This design comes from an exercise in tuning for small area, a short achievable clock period and few clock cycles on the open sky130 flow, not from production work. The RTL was checked by simulation tests, not by an equivalence proof against the original design. No activity file was given, so power comes from the tool's default toggle rates.

`design/flow/design.v`:
```
module scu (
  input             clk,
  input             rst,         
  input             bus_valid,
  input             bus_write,
  input      [9:0]  bus_addr,    
  input      [31:0] bus_wdata,
  output            bus_ready,
  output reg [31:0] bus_rdata
);
  localparam [3:0] E_ILLEGAL  = 4'd1;
  localparam [3:0] E_RANGE    = 4'd2;
  localparam [3:0] E_INVSYM   = 4'd3;
  localparam [3:0] E_MALLEN   = 4'd4;
  localparam [3:0] E_KIND     = 4'd5;
  localparam [3:0] E_CSUM     = 4'd6;
  localparam [3:0] E_BADPARAM = 4'd7;
  localparam [5:0] OP_NOP    = 6'h00;
  localparam [5:0] OP_CLRERR = 6'h01;
  localparam [5:0] OP_CLRSYM = 6'h02;
  localparam [5:0] OP_EXT    = 6'h04;
  localparam [5:0] OP_INS    = 6'h05;
  localparam [5:0] OP_XCIPH  = 6'h08;
  localparam [5:0] OP_CSUM   = 6'h0C;
  localparam [5:0] OP_CSTORE = 6'h0D;
  localparam [5:0] OP_CVER   = 6'h0E;
  localparam [5:0] OP_VKIND  = 6'h0F;
  localparam [5:0] OP_LUTF   = 6'h10;
  localparam [5:0] OP_LUTR   = 6'h11;
  localparam [5:0] OP_FMT    = 6'h12;
  localparam [5:0] OP_PARSE  = 6'h13;
  function [5:0] cipher_entry(input r, input [5:0] idx);
    begin
      cipher_entry = 6'd0;
      if (!r) begin
        case (idx)
          6'd0: cipher_entry = 6'd21;
          6'd1: cipher_entry = 6'd35;
          6'd2: cipher_entry = 6'd46;
          6'd3: cipher_entry = 6'd4;
          6'd4: cipher_entry = 6'd13;
          6'd5: cipher_entry = 6'd63;
          6'd6: cipher_entry = 6'd26;
          6'd7: cipher_entry = 6'd16;
          6'd8: cipher_entry = 6'd58;
          6'd9: cipher_entry = 6'd47;
          6'd10: cipher_entry = 6'd30;
          6'd11: cipher_entry = 6'd32;
          6'd12: cipher_entry = 6'd15;
          6'd13: cipher_entry = 6'd62;
          6'd14: cipher_entry = 6'd54;
          6'd15: cipher_entry = 6'd55;
          6'd16: cipher_entry = 6'd9;
          6'd17: cipher_entry = 6'd41;
          6'd18: cipher_entry = 6'd59;
          6'd19: cipher_entry = 6'd49;
          6'd20: cipher_entry = 6'd2;
          6'd21: cipher_entry = 6'd22;
          6'd22: cipher_entry = 6'd61;
          6'd23: cipher_entry = 6'd56;
          6'd24: cipher_entry = 6'd40;
          6'd25: cipher_entry = 6'd19;
          6'd26: cipher_entry = 6'd52;
          6'd27: cipher_entry = 6'd50;
          6'd28: cipher_entry = 6'd1;
          6'd29: cipher_entry = 6'd11;
          6'd30: cipher_entry = 6'd10;
          6'd31: cipher_entry = 6'd53;
          6'd32: cipher_entry = 6'd14;
          6'd33: cipher_entry = 6'd27;
          6'd34: cipher_entry = 6'd18;
          6'd35: cipher_entry = 6'd44;
          6'd36: cipher_entry = 6'd33;
          6'd37: cipher_entry = 6'd45;
          6'd38: cipher_entry = 6'd37;
          6'd39: cipher_entry = 6'd48;
          6'd40: cipher_entry = 6'd25;
          6'd41: cipher_entry = 6'd42;
          6'd42: cipher_entry = 6'd6;
          6'd43: cipher_entry = 6'd57;
          6'd44: cipher_entry = 6'd60;
          6'd45: cipher_entry = 6'd23;
          6'd46: cipher_entry = 6'd51;
          6'd47: cipher_entry = 6'd0;
          default: cipher_entry = 6'd0;
        endcase
      end else begin
        case (idx)
          6'd0: cipher_entry = 6'd11;
          6'd1: cipher_entry = 6'd48;
          6'd2: cipher_entry = 6'd21;
          6'd3: cipher_entry = 6'd58;
          6'd4: cipher_entry = 6'd31;
          6'd5: cipher_entry = 6'd4;
          6'd6: cipher_entry = 6'd41;
          6'd7: cipher_entry = 6'd14;
          6'd8: cipher_entry = 6'd51;
          6'd9: cipher_entry = 6'd24;
          6'd10: cipher_entry = 6'd61;
          6'd11: cipher_entry = 6'd34;
          6'd12: cipher_entry = 6'd7;
          6'd13: cipher_entry = 6'd44;
          6'd14: cipher_entry = 6'd17;
          6'd15: cipher_entry = 6'd54;
          6'd16: cipher_entry = 6'd27;
          6'd17: cipher_entry = 6'd0;
          6'd18: cipher_entry = 6'd37;
          6'd19: cipher_entry = 6'd10;
          6'd20: cipher_entry = 6'd47;
          6'd21: cipher_entry = 6'd20;
          6'd22: cipher_entry = 6'd57;
          6'd23: cipher_entry = 6'd30;
          6'd24: cipher_entry = 6'd3;
          6'd25: cipher_entry = 6'd40;
          6'd26: cipher_entry = 6'd13;
          6'd27: cipher_entry = 6'd50;
          6'd28: cipher_entry = 6'd23;
          6'd29: cipher_entry = 6'd60;
          6'd30: cipher_entry = 6'd33;
          6'd31: cipher_entry = 6'd6;
          6'd32: cipher_entry = 6'd43;
          6'd33: cipher_entry = 6'd16;
          6'd34: cipher_entry = 6'd53;
          6'd35: cipher_entry = 6'd26;
          6'd36: cipher_entry = 6'd63;
          6'd37: cipher_entry = 6'd36;
          6'd38: cipher_entry = 6'd9;
          6'd39: cipher_entry = 6'd46;
          6'd40: cipher_entry = 6'd19;
          6'd41: cipher_entry = 6'd56;
          6'd42: cipher_entry = 6'd29;
          6'd43: cipher_entry = 6'd2;
          6'd44: cipher_entry = 6'd39;
          6'd45: cipher_entry = 6'd12;
          6'd46: cipher_entry = 6'd49;
          6'd47: cipher_entry = 6'd22;
          default: cipher_entry = 6'd0;
        endcase
      end
    end
  endfunction
  function [20:0] alpha_entry(input r, input [5:0] v);
    begin
      alpha_entry = 21'd0;
      if (!r) begin
        case (v)
          6'd0: alpha_entry = 21'h0042;
          6'd1: alpha_entry = 21'h0044;
          6'd2: alpha_entry = 21'h0046;
          6'd3: alpha_entry = 21'h0047;
          6'd4: alpha_entry = 21'h0048;
          6'd5: alpha_entry = 21'h004A;
          6'd6: alpha_entry = 21'h004C;
          6'd7: alpha_entry = 21'h004D;
          6'd8: alpha_entry = 21'h2660;
          6'd9: alpha_entry = 21'h2665;
          6'd10: alpha_entry = 21'h2666;
          6'd11: alpha_entry = 21'h2663;
          6'd12: alpha_entry = 21'h0023;
          6'd13: alpha_entry = 21'h004E;
          6'd14: alpha_entry = 21'h0051;
          6'd15: alpha_entry = 21'h0052;
          6'd16: alpha_entry = 21'h0053;
          6'd17: alpha_entry = 21'h0054;
          6'd18: alpha_entry = 21'h0057;
          6'd19: alpha_entry = 21'h0059;
          6'd20: alpha_entry = 21'h0021;
          6'd21: alpha_entry = 21'h25CF;
          6'd22: alpha_entry = 21'h25B2;
          6'd23: alpha_entry = 21'h25A0;
          6'd24: alpha_entry = 21'h002B;
          6'd25: alpha_entry = 21'h002D;
          6'd26: alpha_entry = 21'h0062;
          6'd27: alpha_entry = 21'h0064;
          6'd28: alpha_entry = 21'h0066;
          6'd29: alpha_entry = 21'h0067;
          6'd30: alpha_entry = 21'h0068;
          6'd31: alpha_entry = 21'h006A;
          6'd32: alpha_entry = 21'h006D;
          6'd33: alpha_entry = 21'h0024;
          6'd34: alpha_entry = 21'h002A;
          6'd35: alpha_entry = 21'h002F;
          6'd36: alpha_entry = 21'h003A;
          6'd37: alpha_entry = 21'h007E;
          6'd38: alpha_entry = 21'h006E;
          6'd39: alpha_entry = 21'h0071;
          6'd40: alpha_entry = 21'h0072;
          6'd41: alpha_entry = 21'h0073;
          6'd42: alpha_entry = 21'h0074;
          6'd43: alpha_entry = 21'h0077;
          6'd44: alpha_entry = 21'h0079;
          6'd45: alpha_entry = 21'h003F;
          6'd46: alpha_entry = 21'h0025;
          6'd47: alpha_entry = 21'h0026;
          6'd48: alpha_entry = 21'h0028;
          6'd49: alpha_entry = 21'h003D;
          6'd50: alpha_entry = 21'h0029;
          6'd51: alpha_entry = 21'h0032;
          6'd52: alpha_entry = 21'h0033;
          6'd53: alpha_entry = 21'h0034;
          6'd54: alpha_entry = 21'h0035;
          6'd55: alpha_entry = 21'h0036;
          6'd56: alpha_entry = 21'h0037;
          6'd57: alpha_entry = 21'h0038;
          6'd58: alpha_entry = 21'h0039;
          6'd59: alpha_entry = 21'h2191;
          6'd60: alpha_entry = 21'h2193;
          6'd61: alpha_entry = 21'h2190;
          6'd62: alpha_entry = 21'h2192;
          6'd63: alpha_entry = 21'h0040;
          default: alpha_entry = 21'd0;
        endcase
      end else begin
        case (v)
          6'd0: alpha_entry = 21'h3041;
          6'd1: alpha_entry = 21'h3042;
          6'd2: alpha_entry = 21'h3043;
          6'd3: alpha_entry = 21'h3044;
          6'd4: alpha_entry = 21'h3045;
          6'd5: alpha_entry = 21'h3046;
          6'd6: alpha_entry = 21'h3047;
          6'd7: alpha_entry = 21'h3048;
          6'd8: alpha_entry = 21'h3049;
          6'd9: alpha_entry = 21'h304A;
          6'd10: alpha_entry = 21'h304B;
          6'd11: alpha_entry = 21'h304C;
          6'd12: alpha_entry = 21'h304D;
          6'd13: alpha_entry = 21'h304E;
          6'd14: alpha_entry = 21'h304F;
          6'd15: alpha_entry = 21'h3050;
          6'd16: alpha_entry = 21'h3051;
          6'd17: alpha_entry = 21'h3052;
          6'd18: alpha_entry = 21'h3053;
          6'd19: alpha_entry = 21'h3054;
          6'd20: alpha_entry = 21'h3055;
          6'd21: alpha_entry = 21'h3056;
          6'd22: alpha_entry = 21'h3057;
          6'd23: alpha_entry = 21'h3058;
          6'd24: alpha_entry = 21'h3059;
          6'd25: alpha_entry = 21'h305A;
          6'd26: alpha_entry = 21'h305B;
          6'd27: alpha_entry = 21'h305C;
          6'd28: alpha_entry = 21'h305D;
          6'd29: alpha_entry = 21'h305E;
          6'd30: alpha_entry = 21'h305F;
          6'd31: alpha_entry = 21'h3060;
          6'd32: alpha_entry = 21'h3061;
          6'd33: alpha_entry = 21'h3062;
          6'd34: alpha_entry = 21'h3063;
          6'd35: alpha_entry = 21'h3064;
          6'd36: alpha_entry = 21'h3065;
          6'd37: alpha_entry = 21'h3066;
          6'd38: alpha_entry = 21'h3067;
          6'd39: alpha_entry = 21'h3068;
          6'd40: alpha_entry = 21'h3069;
          6'd41: alpha_entry = 21'h306A;
          6'd42: alpha_entry = 21'h306B;
          6'd43: alpha_entry = 21'h306C;
          6'd44: alpha_entry = 21'h306D;
          6'd45: alpha_entry = 21'h306E;
          6'd46: alpha_entry = 21'h306F;
          6'd47: alpha_entry = 21'h3070;
          6'd48: alpha_entry = 21'h3071;
          6'd49: alpha_entry = 21'h3072;
          6'd50: alpha_entry = 21'h3073;
          6'd51: alpha_entry = 21'h3074;
          6'd52: alpha_entry = 21'h3075;
          6'd53: alpha_entry = 21'h3076;
          6'd54: alpha_entry = 21'h3077;
          6'd55: alpha_entry = 21'h3078;
          6'd56: alpha_entry = 21'h3079;
          6'd57: alpha_entry = 21'h307A;
          6'd58: alpha_entry = 21'h307B;
          6'd59: alpha_entry = 21'h307C;
          6'd60: alpha_entry = 21'h307D;
          6'd61: alpha_entry = 21'h307E;
          6'd62: alpha_entry = 21'h307F;
          6'd63: alpha_entry = 21'h3080;
          default: alpha_entry = 21'd0;
        endcase
      end
    end
  endfunction
  reg  [5:0]  sym [0:19];
  reg  [20:0] txt [0:31];
  reg  [4:0]  len;
  reg         region;
  reg  [31:0] val;
  reg  [7:0]  sum;
  reg  [2:0]  err;
  reg  [5:0]  tlen;
  reg  [9:0]  ra;
  reg  [31:0] s_txt;
  reg  [19:0] s_sym;
  reg  [6:1]  s_reg;
  reg         fbusy;
  reg  [4:0]  fidx;
  reg  [2:0]  fgrp;
  reg  [4:0]  fpos;
  reg  [5:0]  pp;
  reg  [5:0]  pcnt;
  reg         pbad;
  reg         ppend;       
  reg  [5:0]  pbuf [0:19];
  reg         lbusy;       
  reg         lbusy2;      
  reg         lq_w, lq_p;
  reg  [4:0]  lq_j;
  reg         lq_hit, lq_space;
  reg  [5:0]  lq_sym;
  reg  [7:0]  csum_q;
  reg         spend;
  wire [7:0]  sum_eff = spend ? csum_q : sum;
  wire [4:0] last_idx = len - 5'd1;
  wire       busy = ppend | lbusy | lbusy2;
  function [8:0] ks_add9(input [8:0] a, input [8:0] b);
    reg [8:0] g, p, g1, p1, g2, p2, g3, p3, g4;
    integer k;
    begin
      g = a & b;
      p = a ^ b;
      for (k = 0; k < 9; k = k + 1) begin
        g1[k] = (k >= 1) ? g[k] | (p[k] & g[k-1]) : g[k];
        p1[k] = (k >= 1) ? p[k] & p[k-1] : p[k];
      end
      for (k = 0; k < 9; k = k + 1) begin
        g2[k] = (k >= 2) ? g1[k] | (p1[k] & g1[k-2]) : g1[k];
        p2[k] = (k >= 2) ? p1[k] & p1[k-2] : p1[k];
      end
      for (k = 0; k < 9; k = k + 1) begin
        g3[k] = (k >= 4) ? g2[k] | (p2[k] & g2[k-4]) : g2[k];
        p3[k] = (k >= 4) ? p2[k] & p2[k-4] : p2[k];
      end
      for (k = 0; k < 9; k = k + 1)
        g4[k] = (k >= 8) ? g3[k] | (p3[k] & g3[k-8]) : g3[k];
      ks_add9 = p ^ {g4[7:0], 1'b0};
    end
  endfunction
  reg  ok_r, ok_w;
  wire a_hit = (bus_addr == ra) & ok_r;
  assign bus_ready = bus_write ? ok_w : a_hit;
  always @(*) bus_rdata = rmux;
  wire acc    = bus_valid & bus_ready;
  wire acc_wr = bus_valid & bus_write & ok_w;
  wire acc_rd = bus_valid & ~bus_write & a_hit;
  wire a_txt = (bus_addr[9:5] == 5'b00100);
  wire a_sym = (bus_addr[9:6] == 4'b0001) && (bus_addr[5:0] < 6'd20);
  reg [119:0] stream;
  integer si;
  always @(*) begin
    for (si = 0; si < 120; si = si + 1)
      stream[si] = sym[si / 6][5 - (si % 6)];
  end
  wire [5:0] c_op  = bus_wdata[5:0];
  wire [6:0] c_off = bus_wdata[12:6];
  wire [5:0] c_wid = bus_wdata[18:13];
  wire [2:0] c_k   = bus_wdata[21:19];
  wire       c_rsv = |bus_wdata[31:22];
  reg c_assigned, c_fmt_n, c_fmt_f, c_fmt_k;
  always @(*) begin
    c_assigned = 1'b0; c_fmt_n = 1'b0; c_fmt_f = 1'b0; c_fmt_k = 1'b0;
    case (c_op)
      OP_NOP, OP_CLRERR, OP_CLRSYM, OP_XCIPH, OP_CSUM, OP_CSTORE,
      OP_LUTF, OP_LUTR, OP_FMT, OP_PARSE: begin c_assigned = 1'b1; c_fmt_n = 1'b1; end
      OP_EXT, OP_INS:                     begin c_assigned = 1'b1; c_fmt_f = 1'b1; end
      OP_CVER, OP_VKIND:                  begin c_assigned = 1'b1; c_fmt_k = 1'b1; end
      default: ;
    endcase
  end
  reg c_fields_ok;
  always @(*) begin
    c_fields_ok = 1'b1;
    if (c_fmt_n && (c_off != 7'd0 || c_wid != 6'd0 || c_k != 3'd0)) c_fields_ok = 1'b0;
    if (c_fmt_f && (c_k != 3'd0 || c_wid > 6'd32))                   c_fields_ok = 1'b0;
    if (c_fmt_k && (c_off != 7'd0 || c_wid != 6'd0))                 c_fields_ok = 1'b0;
    if (c_op == OP_CVER  && (c_k == 3'd0 || c_k > 3'd4))             c_fields_ok = 1'b0;
    if (c_op == OP_VKIND && c_k > 3'd3)                              c_fields_ok = 1'b0;
  end
  reg  [6:0] f_nlim;      
  wire [8:0] f_a = {2'b00, c_off}, f_b = {3'b000, c_wid}, f_c = {2'b00, f_nlim};
  wire [8:0] f_s = f_a ^ f_b ^ f_c;
  wire [8:0] f_k = (f_a & f_b) | (f_a & f_c) | (f_b & f_c);
  wire [8:0] f_sum   = ks_add9(f_s, {f_k[7:0], 1'b0});
  wire       f_range_bad = |f_sum[8:7];
  wire [159:0] e0 = {40'd0, stream};
  wire [94:0]  e6 = c_off[6] ? e0[64 +: 95] : e0[0 +: 95];
  wire [62:0]  e5 = c_off[5] ? e6[32 +: 63] : e6[0 +: 63];
  wire [46:0]  e4 = c_off[4] ? e5[16 +: 47] : e5[0 +: 47];
  wire [38:0]  e3 = c_off[3] ? e4[8 +: 39]  : e4[0 +: 39];
  wire [34:0]  e2 = c_off[2] ? e3[4 +: 35]  : e3[0 +: 35];
  wire [32:0]  e1 = c_off[1] ? e2[2 +: 33]  : e2[0 +: 33];
  wire [31:0]  ex = c_off[0] ? e1[1 +: 32]  : e1[0 +: 32];
  reg  [31:0]  wmask;
  integer wk;
  always @(*) for (wk = 0; wk < 32; wk = wk + 1) wmask[wk] = (c_wid > wk);
  wire [31:0]  ext_value = ex & wmask;
  wire [31:0]  ir0 = c_off[0] ? {val[30:0], val[31]}    : val;
  wire [31:0]  ir1 = c_off[1] ? {ir0[29:0], ir0[31:30]} : ir0;
  wire [31:0]  ir2 = c_off[2] ? {ir1[27:0], ir1[31:28]} : ir1;
  wire [31:0]  ir3 = c_off[3] ? {ir2[23:0], ir2[31:24]} : ir2;
  wire [31:0]  ir  = c_off[4] ? {ir3[15:0], ir3[31:16]} : ir3;
  wire [8:0]  f_end9 = ks_add9({2'b00, c_off}, {3'b000, c_wid});
  wire [7:0]  f_end = f_end9[7:0];
  reg  [15:0] oh_lt, oh_eq, eh_gt, eh_eq;
  reg  [7:0]  ol_le, el_gt;
  reg  [119:0] ins_m;
  integer mk, mp;
  always @(*) begin
    for (mk = 0; mk < 16; mk = mk + 1) begin
      oh_lt[mk] = (c_off[6:3] < mk);
      oh_eq[mk] = (c_off[6:3] == mk);
      eh_gt[mk] = (f_end[7:3] > mk);
      eh_eq[mk] = (f_end[7:3] == mk);
    end
    for (mk = 0; mk < 8; mk = mk + 1) begin
      ol_le[mk] = (c_off[2:0] <= mk);
      el_gt[mk] = (f_end[2:0] > mk);
    end
    for (mp = 0; mp < 120; mp = mp + 1)
      ins_m[mp] = (oh_lt[mp / 8] | (oh_eq[mp / 8] & ol_le[mp % 8])) &
                  (eh_gt[mp / 8] | (eh_eq[mp / 8] & el_gt[mp % 8]));
  end
  reg  [5:0] last_sym;
  integer li;
  always @(*) begin
    last_sym = 6'd0;
    for (li = 0; li < 20; li = li + 1) last_sym = last_sym | (sym[li] & {6{ll[li]}});
  end
  wire [3:0] cver_mask = (c_k == 3'd1) ? 4'b0001 :
                         (c_k == 3'd2) ? 4'b0011 :
                         (c_k == 3'd3) ? 4'b0111 : 4'b1111;
  wire cver_bad = |((sum_eff[3:0] ^ last_sym[3:0]) & cver_mask);
  wire [1:0] kind_d = {sym[0][1], sym[0][2]};
  reg  [19:0] lt;
  wire [19:0] ll = lt & ~{1'b0, lt[19:1]};
  wire [7:0] csum_all = ({2'b00, sym[0]} & {8{lt[1]}}) +
                    ({2'b00, sym[1]} & {8{lt[2]}}) +
                    ({2'b00, sym[2]} & {8{lt[3]}}) +
                    ({2'b00, sym[3]} & {8{lt[4]}}) +
                    ({2'b00, sym[4]} & {8{lt[5]}}) +
                    ({2'b00, sym[5]} & {8{lt[6]}}) +
                    ({2'b00, sym[6]} & {8{lt[7]}}) +
                    ({2'b00, sym[7]} & {8{lt[8]}}) +
                    ({2'b00, sym[8]} & {8{lt[9]}}) +
                    ({2'b00, sym[9]} & {8{lt[10]}}) +
                    ({2'b00, sym[10]} & {8{lt[11]}}) +
                    ({2'b00, sym[11]} & {8{lt[12]}}) +
                    ({2'b00, sym[12]} & {8{lt[13]}}) +
                    ({2'b00, sym[13]} & {8{lt[14]}}) +
                    ({2'b00, sym[14]} & {8{lt[15]}}) +
                    ({2'b00, sym[15]} & {8{lt[16]}}) +
                    ({2'b00, sym[16]} & {8{lt[17]}}) +
                    ({2'b00, sym[17]} & {8{lt[18]}}) +
                    ({2'b00, sym[18]} & {8{lt[19]}});
  wire [2:0] key = sym[0][5:3];
  reg  [5:0] xks [0:19];
  integer xi;
  always @(*) begin
    for (xi = 0; xi < 20; xi = xi + 1)
      xks[xi] = cipher_entry(region, {1'b0, key, 2'b00} + xi[5:0]);
    xks[0][5:3] = 3'b000;
  end
  function [9:0] next_of(input [9:0] a, input [5:0] tl);
    begin
      next_of = a;
      if (a == 10'd6) next_of = 10'd128;
      else if (a == 10'd4) next_of = 10'd1;
      else if (a[9:5] == 5'b00100)
        next_of = ({1'b0, a[4:0]} + 6'd1 == tl || a[4:0] == 5'd31) ? 10'd1 : a + 10'd1;
    end
  endfunction
  reg [31:0] rmux;
  integer mi;
  always @(*) begin
    rmux = {29'd0, err} & {32{s_reg[1]}};
    rmux = rmux | ({27'd0, len} & {32{s_reg[2]}});
    rmux = rmux | ({31'd0, region} & {32{s_reg[3]}});
    rmux = rmux | (val & {32{s_reg[4]}});
    rmux = rmux | ({24'd0, sum} & {32{s_reg[5]}});    
    rmux = rmux | ({26'd0, tlen} & {32{s_reg[6]}});
    for (mi = 0; mi < 20; mi = mi + 1)
      rmux = rmux | ({26'd0, sym[mi]} & {32{s_sym[mi]}});
    for (mi = 0; mi < 32; mi = mi + 1)
      rmux = rmux | ({11'd0, txt[mi]} & {32{s_txt[mi]}});
  end
  wire [5:0]  fwd_in  = fbusy ? sym[fidx] : val[5:0];
  wire [20:0] fwd_out = alpha_entry(region, fwd_in);
  wire        p_issue = ppend & ~lq_w & ~lq_p & ~pbad & (pp < tlen);
  wire [20:0] rev_in = lbusy ? val[20:0] : ppend ? rmux[20:0] : bus_wdata[20:0];
  wire        rev_hi_ok = lbusy ? (val[31:21] == 11'd0) : 1'b1;
  reg         rev_hit0;
  reg  [5:0]  rev_out;
  integer ri;
  always @(*) begin
    rev_hit0 = 1'b0;
    rev_out = 6'd0;
    for (ri = 0; ri < 64; ri = ri + 1) begin
      if (rev_in == alpha_entry(region, ri[5:0])) begin
        rev_hit0 = 1'b1;
        rev_out = ri[5:0];
      end
    end
  end
  wire rev_hit = rev_hit0 & rev_hi_ok;
  wire rev_space = (rev_in == 21'h20);
  wire a_cmd   = acc_wr & (bus_addr == 10'd0);
  wire c_legal = c_assigned & ~c_rsv;
  wire c_run   = a_cmd & c_legal & c_fields_ok &
                 ((err == 3'd0) | (c_op == OP_NOP) | (c_op == OP_CLRERR));
  wire c_illegal = a_cmd & (~c_legal | ~c_fields_ok);
  wire err0   = (err == 3'd0);
  wire c_base = a_cmd & ~c_rsv & err0;
  wire c_nz   = (c_off == 7'd0) & (c_wid == 6'd0);
  wire c_n    = c_nz & (c_k == 3'd0);
  wire c_f    = (c_k == 3'd0) & ~(c_wid[5] & (c_wid[4:0] != 5'd0));
  wire r_clrsym = c_base & (c_op == OP_CLRSYM) & c_n;
  wire r_ext    = c_base & (c_op == OP_EXT) & c_f;
  wire r_ins    = c_base & (c_op == OP_INS) & c_f;
  wire r_xciph  = c_base & (c_op == OP_XCIPH) & c_n;
  wire r_csum   = c_base & (c_op == OP_CSUM) & c_n;
  wire r_cstore = c_base & (c_op == OP_CSTORE) & c_n;
  wire r_lutf   = c_base & (c_op == OP_LUTF) & c_n;
  wire r_lutr   = c_base & (c_op == OP_LUTR) & c_n;
  wire r_fmt    = c_base & (c_op == OP_FMT) & c_n;
  wire r_parse  = c_base & (c_op == OP_PARSE) & c_n;
  wire q_step = (lq_w | lq_p) & (lq_j == pp[4:0]) & ~pp[5];
  reg  [5:0] pp1, pcnt1;
  reg        pbad1;
  always @(*) begin
    pp1 = pp; pcnt1 = pcnt; pbad1 = pbad;
    if (q_step) begin
      pbad1 = 1'b0;
      if (lq_space) pp1 = pp + 6'd1;
      else if (lq_hit) begin pp1 = pp + 6'd1; pcnt1 = pcnt + 6'd1; end
      else pbad1 = 1'b1;
    end
  end
  wire q_busy   = lq_w | lq_p;
  wire p_invsym = pbad & (pp < tlen);
  wire p_ready  = ~q_busy & (p_invsym | (pp == tlen));
  wire p_ok     = ~p_invsym & (pcnt == {1'b0, len});
  wire [4:0] tlen_fmt = len + ((len > 5'd15) ? 5'd3 : (len > 5'd10) ? 5'd2 :
                               (len > 5'd5) ? 5'd1 : 5'd0);
  wire w_txt    = acc_wr & a_txt;
  wire [4:0] w_txt_i = bus_addr[4:0];
  wire w_region = acc_wr & (bus_addr == 10'd3);
  wire c_fmt    = r_fmt;
  wire c_parse  = r_parse;
  wire p_restart = w_region | c_fmt | fbusy | (w_txt & ({1'b0, w_txt_i} < pp1)) |
                   (c_parse & ~q_busy & (pp > tlen)) | (ppend & ~q_busy & (pp > tlen));
  reg  [2:0]  err_nx;
  always @(*) begin
    err_nx = err;
    if (c_illegal) begin
      if (err == 3'd0) err_nx = E_ILLEGAL[2:0];
    end else if (c_run) begin
      case (c_op)
        OP_CLRERR: err_nx = 3'd0;
        OP_EXT, OP_INS: if (f_range_bad) err_nx = E_RANGE[2:0];
        OP_CVER:   if (cver_bad) err_nx = E_CSUM[2:0];
        OP_VKIND:  if (kind_d != c_k[1:0]) err_nx = E_KIND[2:0];
        OP_LUTF:   if (val > 32'd63) err_nx = E_INVSYM[2:0];
        OP_PARSE:  if (p_ready & p_invsym) err_nx = E_INVSYM[2:0];
                   else if (p_ready & ~p_ok) err_nx = E_MALLEN[2:0];
        default: ;
      endcase
    end
  end
  wire f_space = (fidx != 5'd0 && fgrp == 3'd5);
  wire [20:0] fmt_char = f_space ? 21'h20 : fwd_out;
  wire [9:0]  f_addr   = {5'b00100, fpos};
  wire [20:0] txt_wd = (fbusy ? fmt_char : bus_wdata[20:0]) & {21{~rst}};
  wire [4:0]  txt_wa = fbusy ? fpos : bus_addr[4:0];
  wire        txt_we = fbusy | (acc_wr & a_txt);
  integer j;
  always @(posedge clk) begin
    for (j = 0; j < 32; j = j + 1)
      if (rst | (txt_we & (txt_wa == j))) txt[j] <= txt_wd;
  end
  wire        w_tlen_ok = acc_wr & (bus_addr == 10'd6) & (bus_wdata <= 32'd32);
  wire [5:0]  tlen_n = c_fmt ? {1'b0, tlen_fmt} : w_tlen_ok ? bus_wdata[5:0] : tlen;
  wire        rd_miss = bus_valid & ~bus_write & (bus_addr != ra);
  reg  [9:0]  ra_n;
  always @(*) begin
    ra_n = ra;
    if (acc_rd) ra_n = next_of(ra, tlen);
    else if (a_cmd) ra_n = (c_op == OP_FMT) ? 10'd6 : (c_op == OP_EXT) ? 10'd4 : 10'd1;
    else if (acc_wr) ra_n = ra;
    else if (rd_miss) ra_n = bus_addr;
  end
  wire       ppend_n = ppend ? ~p_ready : (c_parse & ~p_ready);
  wire [5:0] pp_n    = p_restart ? 6'd0 : pp1;
  wire [9:0] msel_n  = ppend_n ? {5'b00100, pp_n[4:0]} : ra_n;
  wire       lbusy_n = r_lutr;
  wire       busy_n  = ppend_n | lbusy_n | lbusy;
  wire       fdone   = fbusy & ~f_space & (fidx == last_idx);
  wire       fbusy_n = c_fmt | (fbusy & ~fdone);
  wire [4:0] fpos_n  = c_fmt ? 5'd0 : fbusy ? fpos + 5'd1 : fpos;
  wire       ra_pend_n = fbusy_n & (ra_n[9:5] == 5'b00100) & (ra_n[4:0] >= fpos_n);
  always @(posedge clk) begin
    for (mi = 0; mi < 32; mi = mi + 1) s_txt[mi] <= (msel_n == 10'd128 + mi);
    for (mi = 0; mi < 20; mi = mi + 1) s_sym[mi] <= (msel_n == 10'd64 + mi);
    for (mi = 1; mi < 7; mi = mi + 1)  s_reg[mi] <= (msel_n == mi);
    csum_q   <= csum_all;
    lq_j     <= ppend ? pp[4:0] : w_txt_i;
    lq_hit   <= rev_hit;
    lq_space <= rev_space;
    lq_sym   <= rev_out;
  end
  wire        sw_bus  = acc_wr & a_sym & (bus_wdata[31:6] == 26'd0);
  wire        sw_ins  = r_ins & ~f_range_bad;
  wire        sw_par  = p_ready & p_ok & (r_parse | ppend);
  wire        sw_zero = r_clrsym | rst;
  reg  [5:0]  sym_d  [0:19];
  reg  [5:0]  sym_we [0:19];
  integer     wi, wb;
  always @(*) begin
    for (wi = 0; wi < 20; wi = wi + 1)
      for (wb = 0; wb < 6; wb = wb + 1) begin
        sym_d[wi][wb] =
          ((sw_bus & (bus_addr[4:0] == wi)) & bus_wdata[wb]) |
          ((sw_ins & ins_m[6 * wi + 5 - wb]) & ir[(6 * wi + 5 - wb) % 32]) |
          ((r_xciph & lt[wi]) & ~sym[wi][wb]) |
          ((r_cstore & ll[wi] & (wb < 4)) & sum_eff[wb % 4]) |
          ((sw_par & lt[wi]) & pbuf[wi][wb]);
        sym_we[wi][wb] = sw_zero | (sw_bus & (bus_addr[4:0] == wi)) |
          (sw_ins & ins_m[6 * wi + 5 - wb]) | (r_xciph & lt[wi] & xks[wi][wb]) |
          (r_cstore & ll[wi] & (wb < 4)) | (sw_par & lt[wi]);
      end
  end
  always @(posedge clk) begin
    for (wi = 0; wi < 20; wi = wi + 1)
      for (wb = 0; wb < 6; wb = wb + 1)
        if (sym_we[wi][wb]) sym[wi][wb] <= sym_d[wi][wb] & ~sw_zero;
  end
  wire        vw_bus = acc_wr & (bus_addr == 10'd4);
  wire        vw_ext = r_ext & ~f_range_bad;
  wire        vw_lf  = r_lutf & (val[31:6] == 26'd0);
  wire        vw_lr  = lbusy2 & lq_hit;
  wire [31:0] val_d  = ({32{vw_bus}} & bus_wdata) | ({32{vw_ext}} & ext_value) |
                       ({32{vw_lf}} & {11'd0, fwd_out}) | ({32{vw_lr}} & {26'd0, lq_sym});
  always @(posedge clk)
    if (rst | vw_bus | vw_ext | vw_lf | vw_lr) val <= val_d & {32{~rst}};
  integer i;
  always @(posedge clk) begin
    if (rst) begin
      len    <= 5'd20;
      lt     <= 20'hFFFFF;
      f_nlim <= ~7'd120;
      region <= 1'b0;
      sum    <= 8'd0;
      err    <= 3'd0;
      tlen   <= 6'd0;
      ra     <= 10'd1;
      fbusy  <= 1'b0;
      fidx   <= 5'd0;
      fgrp   <= 3'd0;
      fpos   <= 5'd0;
      pp     <= 6'd0;
      pcnt   <= 6'd0;
      pbad   <= 1'b0;
      ppend  <= 1'b0;
      lbusy  <= 1'b0;
      lbusy2 <= 1'b0;
      ok_r   <= 1'b0;
      ok_w   <= 1'b1;
      lq_w   <= 1'b0;
      lq_p   <= 1'b0;
      spend  <= 1'b0;
    end else begin
      if (acc_wr) begin
        if (bus_addr == 10'd2) begin
          if (bus_wdata >= 32'd1 && bus_wdata <= 32'd20) begin
            len <= bus_wdata[4:0];
            for (i = 0; i < 20; i = i + 1) lt[i] <= (i < bus_wdata[4:0]);
            f_nlim <= ~({2'b00, bus_wdata[4:0]} * 7'd6);
          end
          else if (err == 3'd0) err <= E_BADPARAM[2:0];
        end else if (bus_addr == 10'd3) begin
          region <= bus_wdata[0];
        end else if (bus_addr == 10'd4) begin
        end else if (bus_addr == 10'd6) begin
          if (bus_wdata <= 32'd32) tlen <= bus_wdata[5:0];
          else if (err == 3'd0) err <= E_BADPARAM[2:0];
        end else if (a_sym) begin
          if (!(bus_wdata <= 32'd63) && err == 3'd0) err <= E_INVSYM[2:0];
        end
      end
      if (a_cmd) err <= err_nx;
      if (r_csum) spend <= 1'b1;
      if (r_lutr) lbusy <= 1'b1;
      if (r_fmt) begin
        tlen  <= {1'b0, tlen_fmt};
        fbusy <= 1'b1;
        fidx  <= 5'd0;
        fgrp  <= 3'd0;
        fpos  <= 5'd0;
      end
      if (r_parse) begin
        if (!p_ready) ppend <= 1'b1;
      end
      lbusy2 <= lbusy;
      if (lbusy) lbusy <= 1'b0;
      if (lbusy2) begin
        if (!lq_hit) err <= E_INVSYM[2:0];
        else ;
      end
      if (ppend && p_ready) begin
        ppend <= 1'b0;
        if (p_invsym) err <= E_INVSYM[2:0];
        else if (!p_ok) err <= E_MALLEN[2:0];
      end
      if (fbusy) begin
        if (f_space) begin
          fgrp <= 3'd0;
        end else begin
          fgrp <= fgrp + 3'd1;
          fidx <= fidx + 5'd1;
          if (fidx == last_idx) fbusy <= 1'b0;
        end
        fpos <= fpos + 5'd1;
      end
      lq_w     <= w_txt & ~fbusy;
      lq_p     <= p_issue;
      if (p_restart) begin
        pp   <= 6'd0;
        pcnt <= 6'd0;
        pbad <= 1'b0;
      end else begin
        pp   <= pp1;
        pcnt <= pcnt1;
        pbad <= pbad1;
      end
      if (q_step && !lq_space && lq_hit && pcnt < 6'd20) pbuf[pcnt[4:0]] <= lq_sym;
      if (spend) begin
        sum   <= csum_q;
        spend <= 1'b0;
      end
      ra   <= ra_n;
      ok_r <= ~busy_n & ~ra_pend_n;
      ok_w <= ~busy_n & ~fbusy_n;
    end
  end
endmodule
```
`design/flow/run.sh`:
```
#!/bin/bash
# synth_recipe.tcl (not shown) runs the flow's synth.tcl, then flattens the netlist and writes it again
# the make line also repeats each setting of config.mk as NAME=value (left out here)
make -C /OpenROAD-flow-scripts/flow DESIGN_CONFIG=/design/flow/config.mk WORK_HOME=/design/flow/orfs CLKGATE_MAP_FILE= SYNTH_SCRIPT=/design/flow/synth_recipe.tcl finish
```
`design/flow/config.mk`:
```
export PLATFORM = sky130hd
export DESIGN_NAME = scu
export DESIGN_NICKNAME = scu
export VERILOG_FILES = /design/flow/design.v
export SDC_FILE = /design/flow/constraint.sdc
export NUM_CORES = 8
export LEC_CHECK = 0
export CAP_MARGIN = 20
export CORE_MARGIN = 2
export CORE_UTILIZATION = 40
export CTS_BUF_LIST = sky130_fd_sc_hd__clkbuf_4 sky130_fd_sc_hd__clkbuf_8
export CTS_CLUSTER_DIAMETER = 84
export CTS_CLUSTER_SIZE = 12
export SETUP_SLACK_MARGIN = 5
export SLEW_MARGIN = 20
export TNS_END_PERCENT = 30
```
`design/flow/constraint.sdc`:
```
create_clock -name core_clock -period 10.0 [get_ports {clk}]
set_input_delay 2.0000 -clock core_clock [delete_from_list [all_inputs] [get_ports {clk}]]
set_output_delay 2.0000 -clock core_clock [all_outputs]
set_load 0.01 [all_outputs]
```
==> results.tsv, run 1 <==
stage	metric	value	unit
place	Port Buf Inserts	78	
pwr	leakage power	0.0271	µW
finish	FILL cells	15600	
clock_network	clock sink count	1116	
clock_network	CTS max path bufs	3	
finish	commonest non-fill, non-tap cell in the layout	edfxtp_1	
finish	final instance area	77200	µm²
place	Setup WS pre-CTS	2260	ps
clock_network	Clock Latency Late Sink	970	ps
global_route	grt total ovfl	0	
worst_setup_path	startpoint type of the worst setup path	input port	
finish	sequential cell area	31800	µm²
clock_network	clk root buf	clkbuf_8	
timing	hold slack final	475	ps
pwr	VDD IR max	0.229	mV
outcome	outcome	no timing/DRC/antenna violations	
clock_network	H-tree levels	3	
worst_setup_path	CP Capture Type	flop	
global_route	M3 GR Usage	0.205	
timing	Final period util	0.543	
global_route	initial antenna violation count	60	
timing	Slew @ Worst Pin	1340	ps
synth	Synth Flop Type	edfxtp_1	
global_route	vias in the first global route	59400	
detailed_routing	Vias	66100	
synth	register area share after synthesis	0.477	
pwr	Flop pwr share	0.480	
pwr	part of the power in combinational logic	0.252	
global_route	first-pass GRT wire length	551	mm
finish	flip-flop count of the largest register after layout	672	
floorplan	Rows	149	
synth	Yosys reg bits	1116	
detailed_routing	drt drc	0	
worst_setup_path	CP startpoint	bus_wdata[13]	
timing	crit path time final	5430	ps
synth	Post-Syn Instances	6515	
timing	Final Hold Vio Count	0	
detailed_routing	DRT Wirelength	421	mm
detailed_routing	drt pass-1 iters	8	
floorplan	initial core utilization	0.404	
worst_setup_path	crit-path max FO	10	
synth	synthesized area per cell	10.2	µm²
synth	Synth warnings	6	
global_route	Global Route met2 Usage	0.657	
detailed_routing	initial DRC count	12500	
timing	TNS Setup	0	ps
global_route	gr busiest metal	met2	
pwr	clock network fraction of total power	0.268	
hold_path	Tightest Hold Check Type	reg -> reg	
timing	Rel. slew slack	0.103	
floorplan	die area	170000	µm²
pwr	P_int	7470	µW
clock_network	CTS buffer count	110	
synth	syn nets	6801	
timing	final max-slew violation count	0	
clock_network	# hold bufs at CTS	0	
finish	Area Growth Syn to Fin	15.7	%
worst_setup_path	kind of critical path	in -> reg	
synth	synthesized area	66700	µm²
synth	async set-reset flop share out of synthesis	0	
clock_network	Reg clk slew, reported paths	90	ps
clock_network	CTS tree	done	
floorplan	die width	412	µm
worst_setup_path	CP arrival	6020	ps
detailed_routing	remaining antenna violation count after routing	0	
worst_setup_path	WP data required	10580	ps
timing	Setup-failing EPs final	0	
timing	worst setup margin	4570	ps
finish	nets@finish	7043	
hold_path	Hold Crit Start	csum_q[4]$_DFF_P_	
finish	most flop-heavy register	txt	
detailed_routing	DR vias/cell	7.32	
global_route	total track usage	0.483	
timing	Layout Skew	88.9	ps
finish	most frequent cells in the layout	944 x edfxtp_1, 659 x nand2_1, 511 x nor2_1	
timing	fmax	184	MHz
floorplan	die height	412	µm
worst_setup_path	Crit Reg-Reg Startpoint	sym[9][5]$_DFFE_PP_	
pwr	NetSw	3850	µW
timing	RSZ-0062 raised after global routing	true	
floorplan	core area	165000	µm²
detailed_routing	routed len/inst	46.6	µm
floorplan	I/O pins	79	
synth	EDFF count, synth	944	
place	DP Area	71300	µm²
flow_run	max_cap viols	0	
pwr	PD cells	147	nW/µm²
place	HPWL after DPL	291	mm
synth	Synth cell types	116	
place	RePlAce Congestion	1.08	
finish	share of layout cells above drive strength 1	0.174	
global_route	largest net degree at the start of global routing	96	
pwr	total power	11300	µW
global_route	GR Util met1	0.619	
pwr	Net Sw Frac	0.340	
finish	area of the multi-input gates	33900	µm²
==> synth_stat cells, drive strengths merged, types with 13 or more instances <==
cell | number | area [µm²]
ha | 136 | 1700
nand3 | 172 | 861
o21ai | 314 | 1580
a211o | 17 | 149
o22ai | 111 | 694
a21o | 28 | 210
a22oi | 318 | 2390
nand2 | 685 | 2580
nor3 | 116 | 591
a21oi | 384 | 1920
nand2b | 83 | 527
a2111oi | 26 | 240
or3 | 60 | 380
mux2 | 53 | 597
xnor2 | 67 | 587
clkbuf | 324 | 1220
o211ai | 88 | 666
nor2 | 547 | 2070
nor4 | 42 | 294
a22o | 104 | 911
o221ai | 26 | 228
inv | 177 | 664
mux4 | 57 | 1280
edfxtp | 944 | 28300
xor2 | 19 | 166
nor2b | 52 | 325
a31oi | 58 | 369
o31ai | 15 | 118
and3 | 34 | 213
dfxtp | 172 | 3440
o311ai | 13 | 121
buf | 163 | 738
and2 | 121 | 757
fa | 104 | 2080
a221oi | 225 | 1980
a211oi | 65 | 500
or2 | 26 | 163
nand4 | 100 | 626
nand3b | 18 | 135
mux2i | 185 | 1850
a222oi | 19 | 190
and4 | 17 | 149
o21a | 27 | 203
a21boi | 13 | 97.6
a32oi | 23 | 201
==> logic make-up after synthesis <==
kind of cell / synth area share
simple gates: 0.153
compound gates: 0.207
flops: 0.477
buf+inv: 0.0396
mux: 0.0560
fa+ha+maj: 0.0569
xor+xnor: 0.0113
==> final timing paths <==
path	end	slack, ps	depth (start not counted)
setup reg to reg	csum_q[7]$_DFF_P_	4720	14
hold reg to reg	sum[4]$_SDFFE_PP0P_	470	2
setup / recovery	sym[2][2]$_DFFE_PP_	4570	12
hold / removal	sum[4]$_SDFFE_PP0P_	470	2
==> worst max-delay path, stage by stage <==
cell	delay, ps
dlygate4sd2_1	430
or2_1	450
o31ai_4	580
nand2_1	320
or2_1	340
nor2_1	120
nand4_1	120
buf_6	200
buf_8	140
nor3_1	660
nand2_1	380
o211ai_1	260
==> area by class of cell <==
class / instances / share of cell area
flip-flops and latches: 1116 / 0.412
repair buffers: 611 / 0.0756
inverters: 183 / 0.00893
multi-input cells: 4735 / 0.440
diodes: 35 / 0.00113
well taps: 2189 / 0.0355
clock buffers: 140 / 0.0225
clock inverters: 28 / 0.00418
==> layer usage <==
metal | wire [µm] | part of all wire
met4 | 33300 | 0.079
met1 | 154000 | 0.37
met2 | 167000 | 0.40
met5 | 480 | 0.0011
met3 | 66100 | 0.16
==> power groups by stage <==
stage | logic, µW | registers [µW] | clock network, µW
global route | 3010 | 5450 | 3160
finish | 2850 | 5430 | 3030
floorplan | 1450 | 5490 | 0
detailed placement | 2460 | 5550 | 0
global placement | 2470 | 5540 | 0
CTS | 2610 | 5420 | 3020
==> repair_timing <==
item | CTS | global route
pin swaps | 57 | 41
gates cloned | 5 | 4
buffers inserted | 126 | 54
endpoints found under the setup margin | 821 | 683
gates resized for setup | 335 | 210
==> metrics by stage <==
stage | util | instances
6_report | 0.467 | 9037
3_5_place_dp | 0.431 | 8644
2_1_floorplan | - | 6515
4_1_cts | 0.458 | 8943
5_1_grt | 0.467 | 9005
3_3_place_gp | 0.431 | 8640
Testbench counts, summed over its fixed seeds: cycles 10,500.
==> inputs of run 2 (changes only) <==
--- a/design/flow/config.mk
+++ b/design/flow/config.mk
@@ -7,3 +7,3 @@
 export LEC_CHECK = 0
-export CAP_MARGIN = 20
+export CAP_MARGIN = 30
 export CORE_MARGIN = 2
@@ -14,3 +14,3 @@
 export SETUP_SLACK_MARGIN = 5
-export SLEW_MARGIN = 20
+export SLEW_MARGIN = 30
 export TNS_END_PERCENT = 30
==> results.tsv, run 2 <==
stage	metric	value	unit	change
outcome	outcome	no timing/DRC/antenna violations		
floorplan	die width	412	µm	unchanged
global_route	grt total ovfl	0		unchanged
global_route	first-pass GRT wire length	552	mm	+0.26%
global_route	vias in the first global route	59300		-0.13%
synth	EDFF count, synth	944		unchanged
floorplan	Rows	149		unchanged
global_route	total track usage	0.484		+0.00135
clock_network	clock sink count	1116		unchanged
detailed_routing	routed len/inst	46.5	µm	-0.16%
hold_path	hold path depth	2		unchanged
finish	flip-flop count of the largest register after layout	672		unchanged
clock_network	clk root buf	clkbuf_8		
pwr	total power	11400	µW	+0.78%
floorplan	die height	412	µm	unchanged
worst_setup_path	CP startpoint	sym[18][0]$_DFFE_PP_		
timing	Final period util	0.533		-0.00988
worst_setup_path	Crit Reg-Reg Startpoint	sym[3][5]$_DFFE_PP_		
hold_path	Hold Crit Start	csum_q[4]$_DFF_P_		
pwr	NetSw	3840	µW	-0.16%
floorplan	core area	165000	µm²	unchanged
worst_setup_path	CP Capture Type	primary output		
synth	register area share after synthesis	0.477		unchanged
pwr	VDD IR max	0.228	mV	-0.40%
worst_setup_path	CP max stage cell	edfxtp_1		
clock_network	Reg clk slew, reported paths	100	ps	about the same
worst_setup_path	CP arrival	3330	ps	-2690 ps
global_route	largest net degree at the start of global routing	96		unchanged
finish	most frequent cells in the layout	944 x edfxtp_1, 663 x nand2_1, 512 x nor2_1		
timing	TNS Setup	0	ps	unchanged
synth	Post-Syn Instances	6515		unchanged
pwr	Flop pwr share	0.476		-0.004
timing	RSZ-0062 raised after global routing	true		
floorplan	I/O pins	79		unchanged
flow_run	max_cap viols	0		unchanged
synth	async set-reset flop share out of synthesis	0		unchanged
worst_setup_path	kind of critical path	reg -> out		
detailed_routing	drt pass-1 iters	9		+1
hold_path	hold worst-path end	sum[4]$_SDFFE_PP0P_		
timing	Final Hold Vio Count	0		unchanged
worst_setup_path	setup slack, reg-to-reg	4770	ps	+50 ps
pwr	clock network fraction of total power	0.271		+0.003
worst_setup_path	Crit path largest cell delay	980	ps	+320 ps
pwr	PD cells	147	nW/µm²	+0.24%
timing	fmax	188	MHz	+1.9%
worst_setup_path	CP delay by family, top	flip-flops		
synth	Yosys reg bits	1116		unchanged
timing	Slew @ Worst Pin	1140	ps	-201 ps
pwr	Net Sw Frac	0.337		-0.00319
timing	Rel. slew slack	0.237		+0.134
timing	Layout Skew	130	ps	+40.7 ps
synth	top cells by area, synth	edfxtp_1 43%, dfxtp_1 5.2%, nand2_1 3.8%		
hold_path	Tightest Hold Check Type	reg -> reg		
synth	synthesized area per cell	10.2	µm²	unchanged
timing	crit path time final	5330	ps	-98.8 ps
clock_network	# hold bufs at CTS	0		unchanged
detailed_routing	DR vias/cell	7.26		-0.72%
synth	Synth warnings	6		unchanged
pwr	part of the power in combinational logic	0.253		about the same
timing	worst setup margin	4670	ps	+98.8 ps
pwr	P_int	7560	µW	+1.3%
global_route	initial antenna violation count	57		-5.0%
synth	synthesized area	66700	µm²	unchanged
place	RePlAce Congestion	1.08		unchanged
floorplan	initial core utilization	0.404		unchanged
worst_setup_path	crit-path max FO	7		-3
place	HPWL after DPL	292	mm	about the same
detailed_routing	initial DRC count	12000		-4.1%
detailed_routing	DRT Wirelength	422	mm	+0.15%
finish	commonest non-fill, non-tap cell in the layout	edfxtp_1		
clock_network	H-tree levels	3		unchanged
clock_network	CTS buffer count	109		-0.91%
finish	FILL cells	15600		-0.51%
detailed_routing	Vias	65800		-0.41%
detailed_routing	remaining antenna violation count after routing	0		unchanged
floorplan	die area	170000	µm²	unchanged
timing	Setup-failing EPs final	0		unchanged
worst_setup_path	Reg2Reg Depth	13		-1
worst_setup_path	Bufs and invs on worst path	2		-1
synth	syn nets	6801		unchanged
detailed_routing	drt drc	0		unchanged
place	Port Buf Inserts	78		unchanged
clock_network	CTS max path bufs	3		unchanged
clock_network	CTS tree	done		
synth	synth cell count leaders	944 x edfxtp_1, 682 x nand2_1, 545 x nor2_1		
finish	nets@finish	7044		+0.014%
worst_setup_path	worst path cell trace	a221oi_1 -> and4_1 -> nand4_1 -> buf_6 -> clkdlybuf4s50_1		
worst_setup_path	startpoint type of the worst setup path	flop		
finish	most flop-heavy register	txt		
worst_setup_path	r2r endpoint	csum_q[7]$_DFF_P_		
timing	final max-slew violation count	0		unchanged
worst_setup_path	WP data required	8000	ps	-2580 ps
synth	top-area cell type share of the netlist area	0.425		unchanged
place	Setup WS pre-CTS	2290	ps	+28.1 ps
clock_network	Clock Latency Late Sink	1010	ps	+40 ps
finish	Area Growth Syn to Fin	16.4	%	
finish	share of layout cells above drive strength 1	0.181		+0.00687
synth	count leader, synth	edfxtp_1		
pwr	leakage power	0.0273	µW	+0.78%
synth	Synth area leader	edfxtp_1		
synth	Synth Flop Type	edfxtp_1		
synth	Synth cell types	116		unchanged
run 2: cell counts after synthesis:
No cell type changed its count.
run 2: cell families after synthesis:
kind of cell             after synthesis  share of synthesized area
AND/OR/NAND/NOR                     2127                      0.153
AO/OA/AOI/OAI                       1980                      0.207
flip-flops                          1116                      0.477
buffers and inverters                670                     0.0396
multiplexers                         295                     0.0560
adder cells (fa/ha/maj)              241                     0.0569
XOR/XNOR                              86                     0.0113
run 2: area by class of cell:
class,instances,area [µm²],area share
Tap cell,2189,2740,0.0353
Clock buffer,152,1820,0.0235
Sequential cell,1116,31800,0.410
Multi-Input combinational cell,4735,34100,0.440
Timing Repair Buffer,613,5920,0.0762
Inverter,183,693,0.00893
Antenna cell,51,128,0.00164
Clock inverter,26,328,0.00422
run 2: power by group through the flow:
stage	Clock, µW	Sequential, µW	Combinational (µW)
6_report	3090	5430	2880
5_1_grt	3220	5450	3020
4_1_cts	3090	5420	2620
3_5_place_dp	0	5550	2480
3_3_place_gp	0	5540	2470
2_1_floorplan	0	5490	1450
run 2: repair_timing:
item | in CTS | in global routing
gates cloned | 8 | 2
gates resized for setup | 342 | 230
pin swaps | 59 | 50
endpoints found under the setup margin | 820 | 696
setup buffers | 132 | 47
run 2: worst max path at each step:
stage | end | cells after the start
floorplan | bus_ready | 6
global placement | sym[6][5]$_DFFE_PP_ | 9
detailed placement | sym[6][5]$_DFFE_PP_ | 9
CTS | bus_ready | 6
global route | csum_q[7]$_DFF_P_ | 17
finish | bus_rdata[0] | 5
run 2: routing by layer:
| metal | share of wire | vias up | global-route usage |
|---|---|---|---|
| met2 | 0.40 | 5922 | 0.669 |
| li1 | - | 25500 | - |
| met4 | 0.078 | 34 | 0.304 |
| met1 | 0.37 | 32900 | 0.620 |
| met3 | 0.15 | 1399 | 0.204 |
| met5 | 0.00081 | - | 0.000283 |
run 2: worst reg2reg max path: stages (launching register included):
cell	delay, ps
edfxtp_1	900
nand2_1	190
fa_1	550
fa_1	580
fa_1	460
fa_1	560
fa_2	480
fa_1	550
inv_1	40
ha_1	330
inv_1	50
o21bai_1	170
a21oi_2	80
xnor2_1	130
run 2: through the flow:
stage / utilization / hold WS [ps] / area (µm²) / instances
after floorplan: - / 440 / 66800 / 6515
after global placement: 0.431 / 455 / 71200 / 8640
after detailed placement: 0.432 / 459 / 71400 / 8646
after CTS: 0.461 / 480 / 76100 / 8964
after global routing: 0.469 / 492 / 77500 / 9030
final: 0.470 / 477 / 77600 / 9065
==> inputs of run 3 (changes only) <==
--- a/design/flow/config.mk
+++ b/design/flow/config.mk
@@ -7,3 +7,3 @@
 export LEC_CHECK = 0
-export CAP_MARGIN = 30
+export CAP_MARGIN = 25
 export CORE_MARGIN = 2
@@ -14,3 +14,3 @@
 export SETUP_SLACK_MARGIN = 5
-export SLEW_MARGIN = 30
-export TNS_END_PERCENT = 30
+export SLEW_MARGIN = 25
+export TNS_END_PERCENT = 50
==> results.tsv, run 3 <==
stage	metric	value	unit	change
worst_setup_path	CP arrival	3380	ps	+50 ps
finish	commonest non-fill, non-tap cell in the layout	edfxtp_1		
floorplan	die height	412	µm	unchanged
pwr	PD cells	148	nW/µm²	+0.57%
timing	RSZ-0062 raised after global routing	true		
timing	fmax	186	MHz	-0.80%
flow_run	max_cap viols	1		+1
place	Port Buf Inserts	78		unchanged
clock_network	Clock Latency Late Sink	1010	ps	about the same
floorplan	die area	170000	µm²	unchanged
synth	register area share after synthesis	0.477		unchanged
detailed_routing	drt pass-1 iters	10		+1
timing	crit path time final	5380	ps	+42.8 ps
synth	count leader, synth	edfxtp_1		
clock_network	CTS tree	done		
synth	Post-Syn Instances	6515		unchanged
timing	Final Hold Vio Count	0		unchanged
synth	Synth area leader	edfxtp_1		
synth	top-area cell type share of the netlist area	0.425		unchanged
global_route	grt total ovfl	0		unchanged
worst_setup_path	Reg2Reg Depth	16		+3
clock_network	clk root buf	clkbuf_8		
worst_setup_path	CP endpoint	bus_ready		
floorplan	die width	412	µm	unchanged
worst_setup_path	kind of critical path	in -> out		
global_route	total track usage	0.480		-0.00455
finish	nets@finish	7128		+1.2%
clock_network	H-tree levels	3		unchanged
global_route	largest net degree at the start of global routing	132		+38%
clock_network	CTS buffer count	114		+4.6%
worst_setup_path	CP startpoint	bus_addr[4]		
worst_setup_path	crit-path max FO	5		-2
detailed_routing	remaining antenna violation count after routing	0		unchanged
synth	Synth Flop Type	edfxtp_1		
synth	Yosys reg bits	1116		unchanged
synth	EDFF count, synth	944		unchanged
synth	top cells by area, synth	edfxtp_1 43%, dfxtp_1 5.2%, nand2_1 3.8%		
detailed_routing	routed len/inst	45.9	µm	-1.4%
hold_path	Tightest Hold Check Type	reg -> reg		
worst_setup_path	r2r endpoint	csum_q[7]$_DFF_P_		
pwr	leakage power	0.0279	µW	+2.2%
finish	final instance area	78700	µm²	+1.4%
global_route	initial antenna violation count	59		+3.5%
finish	most flop-heavy register	txt		
place	HPWL after DPL	282	mm	-3.2%
timing	Slew @ Worst Pin	1540	ps	+397 ps
detailed_routing	drt drc	0		unchanged
global_route	vias in the first global route	59900		+1.1%
worst_setup_path	WP data required	8000	ps	about the same
synth	synth cell count leaders	944 x edfxtp_1, 682 x nand2_1, 545 x nor2_1		
timing	Layout Skew	88.7	ps	-40.9 ps
worst_setup_path	startpoint type of the worst setup path	input port		
outcome	outcome	complete, but fails checks		
place	DP Area	71300	µm²	-0.16%
clock_network	# hold bufs at CTS	0		unchanged
detailed_routing	DR vias/cell	7.38		+1.6%
timing	TNS Setup	0	ps	unchanged
synth	synthesized area per cell	10.2	µm²	unchanged
clock_network	clock sink count	1116		unchanged
finish	most frequent cells in the layout	944 x edfxtp_1, 653 x nand2_1, 497 x nor2_1		
timing	final max-slew violation count	11		+11
floorplan	core area	165000	µm²	unchanged
global_route	first-pass GRT wire length	549	mm	-0.59%
pwr	VDD IR max	0.211	mV	-7.5%
floorplan	I/O pins	79		unchanged
detailed_routing	initial DRC count	13100		+9.6%
synth	async set-reset flop share out of synthesis	0		unchanged
synth	Synth cell types	116		unchanged
outcome	violated checks	max-capacitance violations, max-slew violations		
worst_setup_path	CP Capture Type	primary output		
detailed_routing	Vias	67500		+2.5%
synth	synthesized area	66700	µm²	unchanged
finish	flip-flop count of the largest register after layout	672		unchanged
detailed_routing	DRT Wirelength	419	mm	-0.58%
clock_network	Reg clk slew, reported paths	80	ps	-20 ps
synth	syn nets	6801		unchanged
worst_setup_path	setup slack, reg-to-reg	4790	ps	+20 ps
finish	Area Growth Syn to Fin	18.1	%	
place	RePlAce Congestion	1.14		+5.2%
finish	share of layout cells above drive strength 1	0.197		+0.0166
synth	Synth warnings	6		unchanged
finish	FILL cells	15400		-1.0%
timing	Setup-failing EPs final	0		unchanged
worst_setup_path	Crit Reg-Reg Startpoint	sym[3][3]$_DFFE_PP_		
floorplan	initial core utilization	0.404		unchanged
floorplan	Rows	149		unchanged
timing	Rel. slew slack	-0.0297		-0.267
clock_network	CTS max path bufs	3		unchanged
timing	Final period util	0.538		+0.00428
## run 3: how the worst min path moves through the flow
stage                                 start                   to  slack, ps  cells past startpoint
after global routing      csum_q[5]$_DFF_P_  sum[5]$_SDFFE_PP0P_        500                      2
after global placement    csum_q[5]$_DFF_P_  sum[5]$_SDFFE_PP0P_        460                      2
after floorplan           csum_q[6]$_DFF_P_  sum[6]$_SDFFE_PP0P_        440                      2
after detailed placement  csum_q[5]$_DFF_P_  sum[5]$_SDFFE_PP0P_        460                      2
after CTS                 csum_q[5]$_DFF_P_  sum[5]$_SDFFE_PP0P_        470                      2
final                     csum_q[5]$_DFF_P_  sum[5]$_SDFFE_PP0P_        470                      2
## run 3: cell families (layout without fill, tap and decap cells)
group                      after synthesis  in the layout  share of synthesized area
muxes                                  295            295                     0.0560
DFF                                   1116           1116                      0.477
other                                    0             50                          0
buffers and inverters                  670           1051                     0.0396
AOI/OAI and AO/OA                     1980           1985                      0.207
adders and majority gates              241            241                     0.0569
and+or+nand+nor                       2127           2129                      0.153
xor gates and xnor gates                86             86                     0.0113
## run 3: timing repair
action / in CTS / in global routing
buffers inserted: 204 / 72
endpoints found under the setup margin: 672 / 646
pin swaps: 75 / 66
gates resized for setup: 400 / 265
cloned: 5 / 5
## run 3: power breakdown
group,leakage (µW),internal [µW],total [µW],switching (µW)
Sequential,0.0107,5320,5420,106
Clock,0.00117,1310,3230,1910
Combinational,0.0160,1040,2990,1950
Total,0.0279,7670,11600,3970
## run 3: routing by layer
| layer | part of all wire | vias up | GRT usage |
|---|---|---|---|
| met4 | 0.085 | 42 | 0.325 |
| met5 | 0.00073 | - | 0.0119 |
| li1 | - | 25700 | - |
| met3 | 0.17 | 1664 | 0.223 |
| met1 | 0.36 | 33300 | 0.603 |
| met2 | 0.39 | 6696 | 0.649 |
## run 3: worst max-delay path, cell delays in order
cell and delay, ps:
buf_16 120, xnor2_4 160, nand4_1 150, or4_4 630
o21ai_4 170, buf_6 120
## run 3: area by class of cell
| cell class | instances | area [µm²] | share of cell area |
|---|---|---|---|
| multi-input combinational | 4736 | 34300 | 0.436 |
| sequential | 1116 | 31900 | 0.405 |
| timing repair buffer | 691 | 6700 | 0.0851 |
| tap | 2189 | 2740 | 0.0348 |
| clock buffer | 149 | 1830 | 0.0233 |
| inverter | 183 | 701 | 0.00890 |
| clock inverter | 28 | 432 | 0.00548 |
| antenna | 50 | 125 | 0.00159 |
## run 3: stage by stage
| step | utilization | cells | power, µW | hold WS (ps) | setup slack [ps] |
|---|---|---|---|---|---|
| 2_1_floorplan | - | 6515 | 6940 | 440 | 4820 |
| 3_3_place_gp | 0.430 | 8625 | 8010 | 457 | 2200 |
| 3_5_place_dp | 0.431 | 8629 | 8030 | 456 | 2820 |
| 4_1_cts | 0.465 | 9015 | 11300 | 475 | 4660 |
| 5_1_grt | 0.476 | 9098 | 11900 | 501 | 4570 |
| 6_report | 0.477 | 9142 | 11600 | 473 | 4620 |

what the ideal ports hide:
In the flow no input, the clock included, has a driving cell. The finished layouts below were timed again as built, in two steps.
Step 1: set_driving_cell puts a clkbuf_16 on clk and a buf_2 on each other input, an assumption about the parent block.
Step 2 also shifts input and output timing later by t, the mid clock arrival at the registers, as if the neighbouring blocks saw the same clock.
Three values: ideal ports, drivers, drivers and shift; two values: the first two.
run	t (ns)	slack for setup (ns)	worst hold slack (ns)	worst setup path after step 2
run 1	1.010	4.569 / 4.525 / 3.609	0.475 / 0.475 / 0.475	input to register
run 2	1.040	4.668 / 4.574 / 3.915	0.477 / 0.477 / 0.477	input to register
run 3	1.058	4.625 / 4.565 / 3.732	0.473 / 0.473 / 0.473	input to register
The setup slack of run 1, which loses most, moves by -0.044 ns with the drivers and by -0.960 ns with both steps.
